This is an optimization exercise on Yosys and OpenROAD, whose aim is small area, a short achievable clock period and few clock cycles, not a production implementation. Where RTL was checked, it was by simulation tests only, not by an equivalence proof against the original. Power and IR drop assume default switching activity.

## rev 12
==> module env_mad, before the edit <==
module env_mad (
    input  wire        clk,
    input  wire        rst,         
    input  wire        in_valid,
    input  wire        in_op,       
    input  wire [15:0] in_data,
    output wire        in_ready,
    output reg         out_valid,
    output reg  [15:0] out_data
);
    localparam [15:0] BASELINE = 16'd512;
    reg       filling;
    reg [3:0] fcnt;
    reg       rdy;
    always @(posedge clk) begin
        if (rst) begin
            filling <= 1'b1;
            rdy     <= 1'b0;
            fcnt    <= 4'd0;
        end else if (filling) begin
            fcnt <= fcnt + 4'd1;
            if (fcnt == 4'd14)
                rdy <= 1'b1;
            if (fcnt == 4'd15)
                filling <= 1'b0;
        end
    end
    assign in_ready = rdy;
    reg        c_valid;
    reg        c_op;
    reg [15:0] c_data;
    always @(posedge clk) begin
        c_valid <= in_valid && rdy && !rst;
        c_op    <= in_op;
        c_data  <= in_data;
    end
    wire do_push = c_valid && !c_op;
    wire do_int  = c_valid &&  c_op;
    wire [19:0] sx = sum;
    wire [19:0] sy = {4'd0, c_data};
    wire [19:0] sz = {4'hf, ~b[15]};
    wire [19:0] sum_next = (sx ^ sy ^ sz)
                         + {(sx[18:0] & sy[18:0]) | (sx[18:0] & sz[18:0]) | (sy[18:0] & sz[18:0]), 1'b1};
    reg [15:0] b [0:15];
    reg [19:0] sum;
    integer i;
    always @(posedge clk) begin
        if (filling || do_push) begin
            b[0] <= filling ? BASELINE : c_data;
            for (i = 1; i < 16; i = i + 1)
                b[i] <= b[i-1];
        end
        if (filling)
            sum <= 20'd16 * BASELINE;
        else if (do_push)
            sum <= sum_next;
    end
    wire [15:0] mean = sum[19:4];
    wire [2:0]  rem2 = sum[3:1];
    reg [15:0] lt;
    reg        cy;
    integer j, n;
    always @* begin
        for (j = 0; j < 16; j = j + 1) begin
            cy = 1'b0;
            for (n = 0; n < 16; n = n + 1)
                cy = (mean[n] & ~b[j][n]) | (mean[n] & cy) | (~b[j][n] & cy);
            lt[j] = cy;
        end
    end
    reg        a_valid;
    reg [15:0] a_lt;
    always @(posedge clk) begin
        a_valid <= do_int && !rst;
        a_lt    <= lt;
    end
    reg [18:0] r [0:17];
    integer k;
    always @* begin
        for (k = 0; k < 16; k = k + 1)
            r[k] = {3'd0, ~(a_lt[k] ? b[k] : mean)};
        r[16] = {mean[14:0], 1'b0, rem2};
        r[17] = 19'd16;
    end
    function [37:0] csa;
        input [18:0] x, y, z;
        reg   [18:0] s, c;
        begin
            s = x ^ y ^ z;
            c = (x & y) | (x & z) | (y & z);
            csa = {c[17:0], 1'b0, s};
        end
    endfunction
    wire [18:0] l1 [0:11];
    wire [18:0] l2 [0:7];
    wire [18:0] l3 [0:5];
    wire [18:0] l4 [0:3];
    wire [18:0] l5 [0:2];
    wire [18:0] l6 [0:1];
    genvar g;
    generate
        for (g = 0; g < 6; g = g + 1) begin : t1
            assign {l1[2*g+1], l1[2*g]} = csa(r[3*g], r[3*g+1], r[3*g+2]);
        end
        for (g = 0; g < 4; g = g + 1) begin : t2
            assign {l2[2*g+1], l2[2*g]} = csa(l1[3*g], l1[3*g+1], l1[3*g+2]);
        end
        for (g = 0; g < 2; g = g + 1) begin : t3
            assign {l3[2*g+1], l3[2*g]} = csa(l2[3*g], l2[3*g+1], l2[3*g+2]);
        end
        assign l3[4] = l2[6];
        assign l3[5] = l2[7];
        for (g = 0; g < 2; g = g + 1) begin : t4
            assign {l4[2*g+1], l4[2*g]} = csa(l3[3*g], l3[3*g+1], l3[3*g+2]);
        end
        assign {l5[1], l5[0]} = csa(l4[0], l4[1], l4[2]);
        assign l5[2] = l4[3];
        assign {l6[1], l6[0]} = csa(l5[0], l5[1], l5[2]);
    endgenerate
    wire [18:0] total = l6[0] + l6[1];
    always @(posedge clk) begin
        if (rst)
            out_valid <= 1'b0;
        else
            out_valid <= a_valid;
        out_data <= total[18:3];
    end
endmodule
Settings: LEC_CHECK=0, CAP_MARGIN=20, CORE_MARGIN=2, CORE_UTILIZATION=60, CTS_BUF_LIST=sky130_fd_sc_hd__clkbuf_16, CTS_CLUSTER_DIAMETER=100, CTS_CLUSTER_SIZE=24, SLEW_MARGIN=20; clock period 27.0 ns.
standard.sh (not shown) runs the stock make flow with config.mk's settings and CLKGATE_MAP_FILE= SYNTH_SCRIPT=/design/flow/synth_recipe.tcl, a recipe that flattens the netlist after the stock synthesis.
==> flow/flow/run.sh <==
#!/bin/bash
# Own layout flow: the standard flow (standard.sh) at the design's clock
# period and constraints, with these changes:
#  - after the standard synthesis, flow/polarity.py re-chooses the polarity
#    of the full-adder cells (a full adder is self-dual), which removes
#    inverters between adders; registers and all other cells are unchanged;
#  - the port buffers that global placement inserts are plain buffers
#    (buf_2) rather than the delay-buffer cell buffer_ports picks by default;
set -euo pipefail
export BUFFER_PORTS_ARGS="-buffer_cell sky130_fd_sc_hd__buf_2"
export SETUP_SLACK_MARGIN=20.5
res=orfs/results/sky130hd/env_mad/base
bash standard.sh "$PWD/$res/1_2_yosys.v" > flow_synth.log 2>&1
cp "$res/1_2_yosys.v" "$res/1_2_yosys.std.v"
python3 flow/polarity.py "$res/1_2_yosys.std.v" "$res/1_2_yosys.v" > flow_polarity.log 2>&1
bash standard.sh > flow_make.log 2>&1
Other scripts of this flow, unchanged in this note and not shown: flow/flow/polarity.py
Testbench counts of rev 12, summed over its fixed seeds: cycles 16,125.
> inputs changed (rev 12 -> rev 13)
==> flow/design.v <==
module env_mad (
    input  wire        clk,
    input  wire        rst,         
    input  wire        in_valid,
    input  wire        in_op,       
    input  wire [15:0] in_data,
    output wire        in_ready,
    output reg         out_valid,
    output reg  [15:0] out_data
);
    localparam [15:0] BASELINE = 16'd512;
    reg       filling;
    reg [3:0] fcnt;
    reg       rdy;
    always @(posedge clk) begin
        if (rst) begin
            filling <= 1'b1;
            rdy     <= 1'b0;
            fcnt    <= 4'd0;
        end else if (filling) begin
            fcnt <= fcnt + 4'd1;
            if (fcnt == 4'd14)
                rdy <= 1'b1;
            if (fcnt == 4'd15)
                filling <= 1'b0;
        end
    end
    assign in_ready = rdy;
    reg        c_valid;
    reg        c_op;
    reg [15:0] c_data;
    always @(posedge clk) begin
        c_valid <= in_valid && rdy && !rst;
        c_op    <= in_op;
        c_data  <= in_data;
    end
    wire do_push = c_valid && !c_op;
    wire do_int  = c_valid &&  c_op;
    wire [19:0] sx = sum;
    wire [19:0] sy = {4'd0, c_data};
    wire [19:0] sz = {4'hf, ~b[15]};
    wire [19:0] ua = sx ^ sy ^ sz;
    wire [19:0] ub = {(sx[18:0] & sy[18:0]) | (sx[18:0] & sz[18:0]) | (sy[18:0] & sz[18:0]), 1'b1};
    reg  [19:0] gg, pp, cc;
    reg  [19:0] sum_next;
    integer q, w;
    always @* begin
        gg = ua & ub;
        pp = ua ^ ub;
        for (w = 1; w < 20; w = w * 2)
            for (q = 2 * w - 1; q < 20; q = q + 2 * w) begin
                gg[q] = gg[q] | (pp[q] & gg[q - w]);
                pp[q] = pp[q] & pp[q - w];
            end
        for (w = 8; w >= 1; w = w / 2)
            for (q = 3 * w - 1; q < 20; q = q + 2 * w) begin
                gg[q] = gg[q] | (pp[q] & gg[q - w]);
                pp[q] = pp[q] & pp[q - w];
            end
        cc = {gg[18:0], 1'b0};
        sum_next = ua ^ ub ^ cc;
    end
    reg [15:0] b [0:15];
    reg [19:0] sum;
    integer i;
    always @(posedge clk) begin
        if (filling || do_push) begin
            b[0] <= filling ? BASELINE : c_data;
            for (i = 1; i < 16; i = i + 1)
                b[i] <= b[i-1];
        end
        if (filling)
            sum <= 20'd16 * BASELINE;
        else if (do_push)
            sum <= sum_next;
    end
    wire [15:0] mean = sum[19:4];
    wire [2:0]  rem2 = sum[3:1];
    reg [15:0] lt;
    reg        cy;
    integer j, n;
    always @* begin
        for (j = 0; j < 16; j = j + 1) begin
            cy = 1'b0;
            for (n = 0; n < 16; n = n + 1)
                cy = (mean[n] & ~b[j][n]) | (mean[n] & cy) | (~b[j][n] & cy);
            lt[j] = cy;
        end
    end
    reg        a_valid;
    reg [15:0] a_lt;
    always @(posedge clk) begin
        a_valid <= do_int && !rst;
        a_lt    <= lt;
    end
    reg [18:0] r [0:17];
    integer k;
    always @* begin
        for (k = 0; k < 16; k = k + 1)
            r[k] = {3'd0, ~(a_lt[k] ? b[k] : mean)};
        r[16] = {mean[14:0], 1'b0, rem2};
        r[17] = 19'd16;
    end
    function [37:0] csa;
        input [18:0] x, y, z;
        reg   [18:0] s, c;
        begin
            s = x ^ y ^ z;
            c = (x & y) | (x & z) | (y & z);
            csa = {c[17:0], 1'b0, s};
        end
    endfunction
    wire [18:0] l1 [0:11];
    wire [18:0] l2 [0:7];
    wire [18:0] l3 [0:5];
    wire [18:0] l4 [0:3];
    wire [18:0] l5 [0:2];
    wire [18:0] l6 [0:1];
    genvar g;
    generate
        for (g = 0; g < 6; g = g + 1) begin : t1
            assign {l1[2*g+1], l1[2*g]} = csa(r[3*g], r[3*g+1], r[3*g+2]);
        end
        for (g = 0; g < 4; g = g + 1) begin : t2
            assign {l2[2*g+1], l2[2*g]} = csa(l1[3*g], l1[3*g+1], l1[3*g+2]);
        end
        for (g = 0; g < 2; g = g + 1) begin : t3
            assign {l3[2*g+1], l3[2*g]} = csa(l2[3*g], l2[3*g+1], l2[3*g+2]);
        end
        assign l3[4] = l2[6];
        assign l3[5] = l2[7];
        for (g = 0; g < 2; g = g + 1) begin : t4
            assign {l4[2*g+1], l4[2*g]} = csa(l3[3*g], l3[3*g+1], l3[3*g+2]);
        end
        assign {l5[1], l5[0]} = csa(l4[0], l4[1], l4[2]);
        assign l5[2] = l4[3];
        assign {l6[1], l6[0]} = csa(l5[0], l5[1], l5[2]);
    endgenerate
    reg  [18:0] tg, tp;
    reg  [18:0] total;
    integer e, f;
    always @* begin
        tg = l6[0] & l6[1];
        tp = l6[0] ^ l6[1];
        for (f = 1; f < 19; f = f * 2)
            for (e = 2 * f - 1; e < 19; e = e + 2 * f) begin
                tg[e] = tg[e] | (tp[e] & tg[e - f]);
                tp[e] = tp[e] & tp[e - f];
            end
        for (f = 8; f >= 1; f = f / 2)
            for (e = 3 * f - 1; e < 19; e = e + 2 * f) begin
                tg[e] = tg[e] | (tp[e] & tg[e - f]);
                tp[e] = tp[e] & tp[e - f];
            end
        total = l6[0] ^ l6[1] ^ {tg[17:0], 1'b0};
    end
    always @(posedge clk) begin
        if (rst)
            out_valid <= 1'b0;
        else
            out_valid <= a_valid;
        out_data <= total[18:3];
    end
endmodule
## What came out
- Of rev 13 and rev 12, the higher multi-input combinational cell count belongs to rev 12.
- The higher cell area of rev 13 and rev 12 is in rev 13.
- Relative to rev 12, number of buffers other than clock buffers in the final layout has increased by 5 in rev 13.
- STATUS static leakage power: rev 13 loses against rev 12
- Lower fmax was reported by rev 13, not rev 12.
- [rev 13] layout clock buffer count fell 2 relative to rev 12
- Synthesized cell count in rev 13 is about 0.35% below rev 12.
- Rev 12 consumes more power than rev 13.
- Rev 13 ends up with lower number of cells after detailed placement than rev 12 does.
- There was hardly any difference in final clock period utilization by the worst path between rev 13 and rev 12.
- [rev 13 vs rev 12] design internal power: lower in rev 13
No functional check of the RTL was part of rev 13.

==> re-timing with driven ports <==
Ports are ideal in the flow. The routed layouts listed here were re-timed in OpenROAD.
Step 1 sets driving cells, clkbuf_16 on the clock port and buf_2 on the other inputs (assumed; they add their load-dependent delay and slew).
Step 2 times the ports against the registers' clock, not the clock port: input delays grow and output delays shrink by t, the midpoint of the rising clock arrivals with the driver on.
Slacks: no drivers / after step 1 / after step 2; pairs: no drivers / after step 1.
| run | t, ns | slack for setup (ns) | worst slew at a driven data input, ns |
|---|---|---|---|
| rev 12 | 0.597 | 20.543 / 20.486 / 20.794 | 0.03 |
| rev 13 | 0.597 | 20.523 / 20.464 / 20.768 | 0.04 |
After both steps setup and hold are still met in every run listed.
